From an optimization exercise on the open Yosys and OpenROAD flow, aimed at small area, a short achievable clock period and few clock cycles; shortcuts taken in it are not production practice.
RTL that was checked went through simulation tests only; none was proved equivalent to the original.
No activity file was given, so power comes from the tool's default toggle rates.

==> run a <==
Design fb_codec, start of the top module:
module fb_codec (
    input  wire        clk,
    input  wire        rst,           
    input  wire        cmd_valid,
    output wire        cmd_ready,
    input  wire [7:0]  cmd_op,
    input  wire [15:0] cmd_len,
    input  wire [31:0] cmd_arg,
    input  wire [6:0]  req_flags,
    input  wire [63:0] req_addr,
    input  wire [15:0] req_rcount,
    input  wire [15:0] req_cid,
    input  wire [31:0] req_delay,
    input  wire        in_valid,
    output wire        in_ready,
    input  wire [7:0]  in_data,
    output wire        out_valid,
    input  wire        out_ready,
    output wire [7:0]  out_data,
    output wire        res_valid,
    input  wire        res_ready,
    output wire [7:0]  res_code,
    output wire [31:0] res_data
);
Settings: LEC_CHECK=0, ABC_AREA=1, CAP_MARGIN=20, CORE_MARGIN=2, CORE_UTILIZATION=40, CTS_BUF_LIST=sky130_fd_sc_hd__clkbuf_4 sky130_fd_sc_hd__clkbuf_8, PLACE_DENSITY=0.5, SETUP_SLACK_MARGIN=2.5, SLEW_MARGIN=20; clock period 5.0 ns.
standard.sh (not shown) runs the stock make flow with config.mk's settings and CLKGATE_MAP_FILE= SYNTH_SCRIPT=/design/flow/synth_recipe.tcl, a recipe that flattens the netlist after the stock synthesis.
==> flow/flow/run.sh <==
#!/bin/bash
# Own layout flow: the standard ORFS flow (standard.sh), with two changes:
#  - ports are buffered with sky130_fd_sc_hd__buf_1 instead of the default
#    delay-cell buffer (every port still gets its own buffer);
#  - yosys does not extract half/full adder cells, so ABC maps that logic too.
# Everything else (synthesis script, floorplan, power grid, taps, CTS,
# routing) is the standard flow. Each step's full log stays in orfs/logs/.
set -euo pipefail
export BUFFER_PORTS_ARGS="-buffer_cell sky130_fd_sc_hd__buf_1"
export ADDER_MAP_FILE=
bash standard.sh > flow_make.log 2>&1
==> run b (differences from run a) <==
--- a/flow/design.v
+++ b/flow/design.v
@@ -198,19 +198,20 @@
         for (uk = 0; uk < 7; uk = uk + 1) begin
             umask[uk] = 1'b0;
             for (un = 1; un < 16; un = un + 1)
                 if ((un % 8) >= 1 && (un % 8) <= 7 - uk) umask[uk] = umask[uk] | n[un];
         end
         if (!lastb) umask = 7'b1111111;
     end
     wire [7:0]  ibyte = hdr ? hbyte : m_u ? {1'b0, in_data[6:0] & umask} : in_data;
-    wire [14:0] oh    = E ? n_m[14:0] : n[14:0];
-    wire [20:0] acc_e = E ? (emode ? (acc >> 8) : (acc >> 7)) : acc;
-    wire [20:0] acc_n = I ? (acc_e | t_put(ibyte, oh)) : acc_e;
+    wire [20:0] acc_s = emode ? (acc >> 8) : (acc >> 7);
+    wire [20:0] acc_0 = I ? (acc | t_put(ibyte, n[14:0])) : acc;
+    wire [20:0] acc_1 = I ? (acc_s | t_put(ibyte, n_m[14:0])) : acc_s;
+    wire [20:0] acc_n = E ? acc_1 : acc_0;
     wire [21:0] ni0   = t_ins(n, ins_u, lastpos);
     wire [21:0] ni1   = t_ins(n_m, ins_u, lastpos);
     wire [21:0] n_n   = I ? (E ? ni1 : ni0) : (E ? n_m : n);
     wire        emode_n = I ? ins_u : emode;
     function t_ce(input [21:0] q, input u);
         begin
             t_ce = u ? |q[21:8] : |q[21:7];
         end
Settings changed: PLACE_DENSITY 0.5 to 0.6.
==> run c (differences from run a) <==
--- a/flow/design.v
+++ b/flow/design.v
@@ -138,16 +138,25 @@
             end
             if (u & last) begin
                 t_ins[0]  = q[0];
                 t_ins[8]  = |q[8:1];
                 t_ins[16] = |q[15:9];
             end
         end
     endfunction
+    function [20:0] t_keep(input [21:0] q);
+        integer j, k;
+        begin
+            for (j = 0; j < 21; j = j + 1) begin
+                t_keep[j] = 1'b0;
+                for (k = j + 1; k < 22; k = k + 1) t_keep[j] = t_keep[j] | q[k];
+            end
+        end
+    endfunction
     function [20:0] t_put(input [7:0] b, input [14:0] oh);
         integer j, k;
         begin
             t_put = 21'd0;
             for (j = 0; j < 21; j = j + 1)
                 for (k = 0; k < 8; k = k + 1)
                     if (j - k >= 0 && j - k < 15)
                         t_put[j] = t_put[j] | (b[k] & oh[j - k]);
@@ -187,30 +196,21 @@
     wire m_acc  = !imode[1];                   
     wire m_u    = (imode == M_UNPACK);
     wire ins_u    = !hdr & m_u;
     wire ins_last = hdr ? !p_pay : lastb;      
     wire Ipos     = H | (in_rdy & m_acc);      
     wire I        = H | (T & m_acc);           
     wire lastpos  = hdr ? (hl & !p_pay) : lastb;
     wire [21:0] n_m  = t_em(n, emode);
-    reg  [6:0]  umask;
-    integer     uk, un;
-    always @* begin
-        for (uk = 0; uk < 7; uk = uk + 1) begin
-            umask[uk] = 1'b0;
-            for (un = 1; un < 16; un = un + 1)
-                if ((un % 8) >= 1 && (un % 8) <= 7 - uk) umask[uk] = umask[uk] | n[un];
-        end
-        if (!lastb) umask = 7'b1111111;
-    end
-    wire [7:0]  ibyte = hdr ? hbyte : m_u ? {1'b0, in_data[6:0] & umask} : in_data;
+    wire [7:0]  ibyte = hdr ? hbyte : m_u ? {1'b0, in_data[6:0]} : in_data;
     wire [14:0] oh    = E ? n_m[14:0] : n[14:0];
     wire [20:0] acc_e = E ? (emode ? (acc >> 8) : (acc >> 7)) : acc;
-    wire [20:0] acc_n = I ? (acc_e | t_put(ibyte, oh)) : acc_e;
+    wire [20:0] keep  = E ? t_keep(n_m) : t_keep(n);
+    wire [20:0] acc_n = I ? ((acc_e & keep) | t_put(ibyte, oh)) : acc_e;
     wire [21:0] ni0   = t_ins(n, ins_u, lastpos);
     wire [21:0] ni1   = t_ins(n_m, ins_u, lastpos);
     wire [21:0] n_n   = I ? (E ? ni1 : ni0) : (E ? n_m : n);
     wire        emode_n = I ? ins_u : emode;
     function t_ce(input [21:0] q, input u);
         begin
             t_ce = u ? |q[21:8] : |q[21:7];
         end
@@ -310,16 +310,17 @@
             rcode_n = 3'b000;
         end
     end
     wire [1:0] hacc_n = fin_ins ? nb : (E & (hacc != 2'd0)) ? {hacc[1] & hacc[0], !hacc[0]} : hacc;
     wire       hout_n = fin_ins ? (E | (out_v & !out_ready)) :
                         E ? (hacc != 2'd0) : (hout & !out_ready);
     always @(posedge clk) begin
         if (E) out_d <= emode ? acc[7:0] : {1'b0, acc[6:0]};
+        acc      <= acc_n;
         if (!res_pend) begin
             rdata <= rdata_n;
             rcode <= rcode_n;
         end
         hp       <= H ? hnext(hp, p_f3) : hdr ? hp : d_hfirst;
         hbyte    <= H ? rawb(hnext(hp, p_f3)) : hdr ? hbyte : d_hbyte;
         hl       <= hl_n;
         in_rem   <= in_rem_n;
@@ -330,17 +331,16 @@
         end
         cfin_chk <= imode[0];
         p_zero <= d_zero;  p_str <= d_str;  p_hdr <= d_hdr;  p_pay <= d_pay;
         p_len1 <= (cmd_len == 16'd1);  p_len2 <= (cmd_len == 16'd2);
         p_f3   <= req_flags[3];  p_f4 <= req_flags[4];  p_mode <= d_mode;
         if (rst) begin
             pv       <= 1'b0;
             hdr      <= 1'b0;
-            acc      <= 21'd0;
             n        <= 22'd1;
             emode    <= 1'b0;
             ce       <= 1'b0;
             okp      <= 1'b1;
             oku      <= 1'b1;
             rem0     <= 1'b1;
             rem1     <= 1'b0;
             rem2     <= 1'b0;
@@ -354,17 +354,16 @@
             out_v    <= 1'b0;
             res_pend <= 1'b0;
             res_v    <= 1'b0;
             hacc     <= 2'd0;
             hout     <= 1'b0;
         end else begin
             pv       <= pv_n;
             hdr      <= hdr_n;
-            acc      <= acc_n;
             n        <= n_n;
             emode    <= emode_n;
             ce       <= ce_n;
             okp      <= okp_n;
             oku      <= oku_n;
             rem0     <= rem0_n;
             rem1     <= rem1_n;
             rem2     <= rem2_n;
Settings changed: ABC_AREA 1 to default, CTS_BUF_LIST sky130_fd_sc_hd__clkbuf_4 sky130_fd_sc_hd__clkbuf_8 to default, PLACE_DENSITY 0.5 to 0.6, SETUP_SLACK_MARGIN 2.5 to 2.0.
==> metrics.log <==
[metrics] Sw Pwr: between 800 and 900 uW
[metrics] DRT Pass-1 Iters: 6
[metrics] outcome: complete, no violations
[metrics] post-placement setup slack: 1.56 ns
(the above is from run b)
==> metrics.log <==
[metrics] post-placement setup slack: around 1.6 ns
[metrics] DRT Pass-1 Iters: 5
[metrics] end of the worst register-to-register path: in_rdy$_SDFF_PP0_
[metrics] classification of the worst-slack hold path: reg2reg
[metrics] outcome: complete, no violations
[metrics] Sw Pwr: ~750 uW
(the above is from run a)
==> metrics.log <==
[metrics] IR Drop Worst-Case VDD: between 0.0002 and 0.00025 V
[metrics] Plain + repair buffers: 256
[metrics] DRT Pass-1 Iters: 9
[metrics] die height: 173 um
[metrics] post-placement setup slack: around 1.3 ns
[metrics] launch point of the worst path: out_ready
[metrics] Sw Pwr: 831 uW
[metrics] outcome: complete, no violations
(the above is from run c)
Testbench counts of run a, summed over its fixed seeds: cycles 30,555.
Function not checked in run b and run c: the RTL went through the layout flow alone.

separate check: timing with driven ports:
The results above use ideal ports. As a check the final layouts listed here were re-extracted and re-timed, cells and wires unchanged. Step 1 (the two cells are an assumption about what drives the block):
set clk [get_ports {clk}]
set_driving_cell -lib_cell sky130_fd_sc_hd__clkbuf_16 $clk
set_driving_cell -lib_cell sky130_fd_sc_hd__buf_2 [delete_from_list [all_inputs] $clk]
Step 2 adds t to the input delays and takes it off the output delays; t is the mean of the earliest and latest rising clock arrival at the registers after step 1. Input paths then give back, and output paths get back, about the clock's delay inside the block. Three values: ideal ports, drivers, drivers and shift; two values: the first two.
| run | t, ns | setup slack, ns | worst hold slack (ns) |
|---|---|---|---|
| run a | 0.510 | 2.542 / 2.542 / 2.054 | 0.442 / 0.442 / 0.442 |
| run b | 0.540 | 2.593 / 2.593 / 2.099 | 0.425 / 0.425 / 0.425 |
| run c | 0.479 | 2.120 / 2.128 / 1.662 | 0.446 / 0.446 / 0.446 |
After both steps setup and hold are still met in every run listed. For run b, which loses most, drivers alone change the setup slack by 0.000 ns; drivers and shift together by -0.494 ns.
